Source: an optimization exercise on an open RTL-to-GDS flow (aim: small area, a short achievable clock period and few clock cycles per item). Production flows keep margins and buffers that such runs may drop. The RTL was checked by simulation tests, not by an equivalence proof against the original design. No activity file was given, so power comes from the tool's default toggle rates.

==> raven <==
==> flow/design.v <==
module paula_interp (
    input  wire        clk,
    input  wire        rst,
    input  wire        start,
    output wire        ready,
    output reg         done,
    input  wire [1:0]  mode,
    input  wire [31:0] cur,
    input  wire [31:0] last0,
    input  wire [27:0] vol,
    input  wire [63:0] per,
    input  wire [63:0] evt,
    input  wire [27:0] sevt,
    input  wire [7:0]  adk,
    output reg  [15:0] left,
    output reg  [15:0] right
);
    localparam K = 2;                    
    localparam RA = (K == 2) ? 14 : 16;  
    localparam M_NEAREST = 2'd0;
    localparam M_LINEAR  = 2'd1;
    localparam M_CRUX    = 2'd2;
    localparam M_ANTI    = 2'd3;
    localparam V_ZERO = 2'd0;
    localparam V_PV   = 2'd1;
    localparam V_SV   = 2'd2;
    localparam V_DIV  = 2'd3;
    localparam P_IDLE  = 3'd0;
    localparam P_MUL   = 3'd1;
    localparam P_ROWS  = 3'd2;
    localparam P_CATCH = 3'd3;
    localparam P_TAIL  = 3'd4;
    reg        cv;
    reg [1:0]  c_mode;
    reg [31:0] c_cur, c_last;
    reg [27:0] c_vol;
    reg [63:0] c_per, c_evt;
    reg [27:0] c_sevt;
    reg [7:0]  c_adk;
    reg        ready_r;
    assign ready = ready_r;
    always @(posedge clk) begin
        c_mode <= mode;
        c_cur  <= cur;
        c_last <= last0;
        c_vol  <= vol;
        c_per  <= per;
        c_evt  <= evt;
        c_sevt <= sevt;
        c_adk  <= adk;
    end
    reg [2:0]  phase;
    reg [4:0]  cnt;         
    reg [2:0]  mc;          
    reg [3:0]  rc;          
    reg [1:0]  w_mode;
    reg [28:0] dsh;         
    reg        qf;          
    wire [29:0] s3 = {2'b00, c_sevt} + {1'b0, c_sevt, 1'b0};
    wire [3:0] div_c, lt1_c, lt2_c, e16_c, e12_c;
    wire [15:0] v_c [0:3];
    wire frac_now = (w_mode == M_CRUX) || (rc <= (8 / K));
    wire zero_in  = (w_mode != M_ANTI) && frac_now;
    wire any_div = |div_c;
    wire need24  = |(div_c & ~lt2_c);
    wire need16  = |(div_c & ~lt1_c);
    wire big16   = |(div_c & e16_c);
    wire big12   = |(div_c & e12_c);
    wire [3:0] lin_rc = need24 ? (24 / K) : need16 ? (16 / K) : (8 / K);
    wire [3:0] mul_m  = (K == 2) ? (big16 ? 4'd8 : big12 ? 4'd6 : 4'd4)
                                 : (big16 ? 4'd4 : big12 ? 4'd3 : 4'd2);
    reg  [4:0] n_occ;
    always @(*) begin
        if (!any_div || c_mode == M_NEAREST)
            n_occ = 5'd1;
        else case (c_mode)
            M_LINEAR: n_occ = {1'b0, lin_rc} + 5'd2;
            M_CRUX:   n_occ = (12 / K) + 2;
            default:  n_occ = {1'b0, mul_m} + (RA / K) + 1;
        endcase
    end
    genvar c;
    generate
        for (c = 0; c < 4; c = c + 1) begin : ch
            wire signed [7:0] s  = c_cur[8*c +: 8];
            wire signed [7:0] p  = c_last[8*c +: 8];
            wire        [6:0] vl = c_vol[7*c +: 7];
            wire       [15:0] pr = c_per[16*c +: 16];
            wire       [15:0] ev = c_evt[16*c +: 16];
            wire            mute = c_adk[c] | c_adk[c + 4];
            wire signed [14:0] pv_n = p * $signed({1'b0, vl});
            wire signed [8:0]  sp   = s - p;
            wire               dn_n = sp[8];
            wire        [7:0]  asp  = dn_n ? -sp[7:0] : sp[7:0];
            wire        [14:0] md_n = asp * vl;
            wire               zmd  = (vl == 7'd0) || (s == p);
            wire signed [16:0] e = {1'b0, pr} - {1'b0, ev};    
            wire e_le0 = e[16] || (e == 17'd0);
            wire e_geS = !e[16] && ({12'd0, e[15:0]} >= c_sevt);
            wire ev_ltS = {12'd0, ev} < c_sevt;
            wire r1_geI = !e[16] && ({14'd0, e[15:0]} >= s3);
            reg [1:0] vs_n;
            always @(*) begin
                case (c_mode)
                    M_NEAREST: vs_n = V_SV;
                    M_LINEAR:  vs_n = V_DIV;
                    M_CRUX:    vs_n = (ev_ltS || r1_geI) ? V_SV : e_le0 ? V_PV : V_DIV;
                    default:   vs_n = e_le0 ? V_PV : e_geS ? V_SV : V_DIV;
                endcase
                if (vs_n == V_DIV && zmd)
                    vs_n = V_PV;
                if (mute)
                    vs_n = V_ZERO;
            end
            assign div_c[c] = (vs_n == V_DIV);
            assign lt1_c[c] = ev < pr;
            assign lt2_c[c] = {8'd0, ev[15:8]} < pr;
            assign e16_c[c] = |e[15:12];
            assign e12_c[c] = |e[11:8];
            reg [44:0] p_n;
            always @(*) begin
                case (c_mode)
                    M_LINEAR: p_n = need24 ? {29'd0, ev} :
                                    need16 ? {21'd0, ev, 8'd0} :
                                             {13'd0, ev, 16'd0};
                    M_CRUX:   p_n = {12'd0, e, 16'd0};
                    default:  p_n = {29'd0, e[15:0]};
                endcase
            end
            reg signed [14:0] pv;
            reg        [14:0] md;
            reg               dneg;
            reg        [1:0]  vsel;
            reg        [15:0] pw;
            reg        [44:0] P;
            reg        [30:0] acc;
            reg        [K-1:0] qprev;
            wire [28:0] dv = (w_mode == M_LINEAR) ? {13'd0, pw} : dsh;
            wire [44:0] prow [0:K];
            wire [K-1:0] qrow;
            assign prow[0] = P;
            genvar j;
            for (j = 0; j < K; j = j + 1) begin : row
                wire [28:0] t    = {prow[j][43:16], prow[j][15] & ~zero_in};
                wire [29:0] diff = {1'b0, t} - {1'b0, dv};
                wire        fits = !diff[29];
                assign prow[j+1] = {fits ? diff[28:0] : t, prow[j][14:0], fits};
                assign qrow[K-1-j] = fits;
            end
            wire [K-1:0] echunk = P[K*mc +: K];
            wire [K-1:0] chunk  = (phase == P_MUL) ? echunk : (qf ? qprev : {K{1'b0}});
            wire [30:0]  acc_n  = {acc[30-K:0], {K{1'b0}}} + md * chunk;
            always @(posedge clk) begin
                if (cv) begin
                    pv    <= pv_n;
                    md    <= md_n;
                    dneg  <= dn_n;
                    vsel  <= vs_n;
                    pw    <= pr;
                    P     <= p_n;
                    acc   <= 31'd0;
                end else begin
                    acc   <= acc_n;
                    qprev <= qrow;
                    if (phase == P_MUL && mc == 3'd0)
                        P <= (K == 2) ? {12'd0, acc_n, 2'b00} : {14'd0, acc_n};
                    else if (phase == P_ROWS)
                        P <= prow[K];
                end
            end
            reg [15:0] X;
            reg        nz;
            always @(*) begin
                X  = 16'd0;
                nz = 1'b0;
                case (vsel)
                    V_SV:  X = {1'b0, md};
                    V_DIV: case (w_mode)
                        M_LINEAR: begin X = acc[23:8];  nz = |acc[7:0];  end
                        M_CRUX:   begin X = acc[27:12]; nz = |acc[11:0]; end
                        default:  begin
                            X  = (K == 2) ? {2'b00, P[13:0]} : P[15:0];
                            nz = |P[44:16];
                        end
                    endcase
                    default: ;
                endcase
            end
            wire [15:0] v0  = {pv[14], pv} + (dneg ? ~X : X) + {15'd0, dneg & ~nz};
            wire        fix = (w_mode == M_ANTI) && nz && v0[15];
            assign v_c[c] = (vsel == V_ZERO) ? 16'd0 : v0 + {15'd0, fix};
        end
    endgenerate
    always @(posedge clk) begin
        if (cv)
            qf <= 1'b0;
        else
            qf <= (phase == P_ROWS) && (w_mode != M_ANTI) && frac_now;
    end
    always @(posedge clk) begin
        left  <= v_c[0] + v_c[3];
        right <= v_c[1] + v_c[2];
        if (rst) begin
            cv      <= 1'b0;
            ready_r <= 1'b1;
            done    <= 1'b0;
            phase   <= P_IDLE;
            cnt     <= 5'd0;
        end else begin
            cv      <= start & ready_r;
            done    <= (phase == P_TAIL);
            if (start & ready_r)
                ready_r <= (mode == M_NEAREST);
            else
                ready_r <= cv ? (n_occ <= 5'd2) : (phase == P_IDLE || cnt <= 5'd3);
            if (cnt != 5'd0)
                cnt <= cnt - 5'd1;
            if (cv) begin
                w_mode <= c_mode;
                dsh    <= (c_mode == M_CRUX) ? s3[28:0] : {1'b0, c_sevt};
                cnt    <= n_occ;
                mc     <= mul_m[2:0] - 3'd1;
                rc     <= lin_rc;
                if (!any_div || c_mode == M_NEAREST)
                    phase <= P_TAIL;
                else if (c_mode == M_ANTI)
                    phase <= P_MUL;
                else begin
                    phase <= P_ROWS;
                    if (c_mode == M_CRUX)
                        rc <= 12 / K;
                end
            end else begin
                case (phase)
                    P_MUL: begin
                        mc <= mc - 3'd1;
                        if (mc == 3'd0) begin
                            phase <= P_ROWS;
                            rc    <= RA / K;
                        end
                    end
                    P_ROWS: begin
                        rc <= rc - 4'd1;
                        if (rc == 4'd1)
                            phase <= (w_mode == M_ANTI) ? P_TAIL : P_CATCH;
                    end
                    P_CATCH: phase <= P_TAIL;
                    P_TAIL:  phase <= P_IDLE;
                    default: phase <= P_IDLE;
                endcase
            end
        end
    end
endmodule
==> flow/run.sh <==
#!/bin/bash
# synth_recipe.tcl (not shown) runs the flow's synth.tcl, then flattens the netlist and writes it again
# the make line also repeats each setting of config.mk as NAME=value (left out here)
make -C /OpenROAD-flow-scripts/flow DESIGN_CONFIG=/design/flow/config.mk WORK_HOME=/design/flow/orfs CLKGATE_MAP_FILE= SYNTH_SCRIPT=/design/flow/synth_recipe.tcl finish
==> flow/config.mk <==
export PLATFORM = sky130hd
export DESIGN_NAME = paula_interp
export DESIGN_NICKNAME = paula_interp
export VERILOG_FILES = /design/flow/design.v
export SDC_FILE = /design/flow/constraint.sdc
export NUM_CORES = 4
export LEC_CHECK = 0
export CAP_MARGIN = 20
export CORE_MARGIN = 2
export CORE_UTILIZATION = 40
export SLEW_MARGIN = 20
==> flow/constraint.sdc <==
create_clock -name core_clock -period 22.0 [get_ports {clk}]
set_input_delay 4.4000 -clock core_clock [delete_from_list [all_inputs] [get_ports {clk}]]
set_output_delay 4.4000 -clock core_clock [all_outputs]
set_load 0.01 [all_outputs]
==> fjord (differences from raven) <==
--- a/flow/config.mk
+++ b/flow/config.mk
@@ -6,4 +6,5 @@
 export NUM_CORES = 4
 export LEC_CHECK = 0
+export ABC_CLOCK_PERIOD_IN_PS = 5000
 export CAP_MARGIN = 20
 export CORE_MARGIN = 2
==> results.txt <==
                                                        fjord         raven
Run status                     no timing/DRC/antenna violations  no timing/DRC/antenna violations
Final slew viol count                                         0             0
Non-clock buffer share of cell area                      0.0431        0.0431
Core Box Area                                      202,000 um^2  202,000 um^2
Peak supply drop                                       0.114 mV      0.114 mV
Maximum fanout count along the critical path                 85            85
Proportion of total power due to net switching            0.470         0.470
Tap Cells                                                 2,672         2,672
Effective utilization at floorplan                        0.403         0.403
Sequential cell area fraction in the yosys report         0.258         0.258
Maxcap violations                                             0             0
Syn-to-layout area delta                                  12.2%         12.2%
Share of the clock period used by the worst path          0.560         0.560
Height of the die                                        455 um        455 um
Sum of buffers and inverters on the critical path             6             6
Die Area                                           207,000 um^2  207,000 um^2
Testbench counts of raven, summed over its fixed seeds: cycles 11,963, items 2,400.
Testbench counts of fjord, summed over its fixed seeds: cycles 11,963, items 2,400.

port drivers added, routing unchanged:
The flow's constraints put no driver on any port. The routed layouts listed below were extracted and timed again, unchanged, in two steps.
Step 1, drivers: a clkbuf_16 drives clk and a buf_2 each remaining input, both assumed.
Step 2 also shifts input and output timing later by t, the mid clock arrival at the registers, as if the neighbouring blocks saw the same clock.
Slacks: ideal ports / drivers / drivers and shift; pairs: ideal ports / drivers.
| run | shift t [ns] | slack for setup (ns) | hold WS [ns] | clock arrival spread, ns | worst register clock-pin slew, ns |
|---|---|---|---|---|---|
| raven | 0.861 | 9.690 / 9.690 / 9.690 | 0.477 / 0.477 / 0.477 | 0.054 / 0.054 | 0.07 / 0.07 |
| fjord | 0.861 | 9.690 / 9.690 / 9.690 | 0.477 / 0.477 / 0.477 | 0.054 / 0.054 | 0.07 / 0.07 |
After both steps every run listed still meets setup and hold.
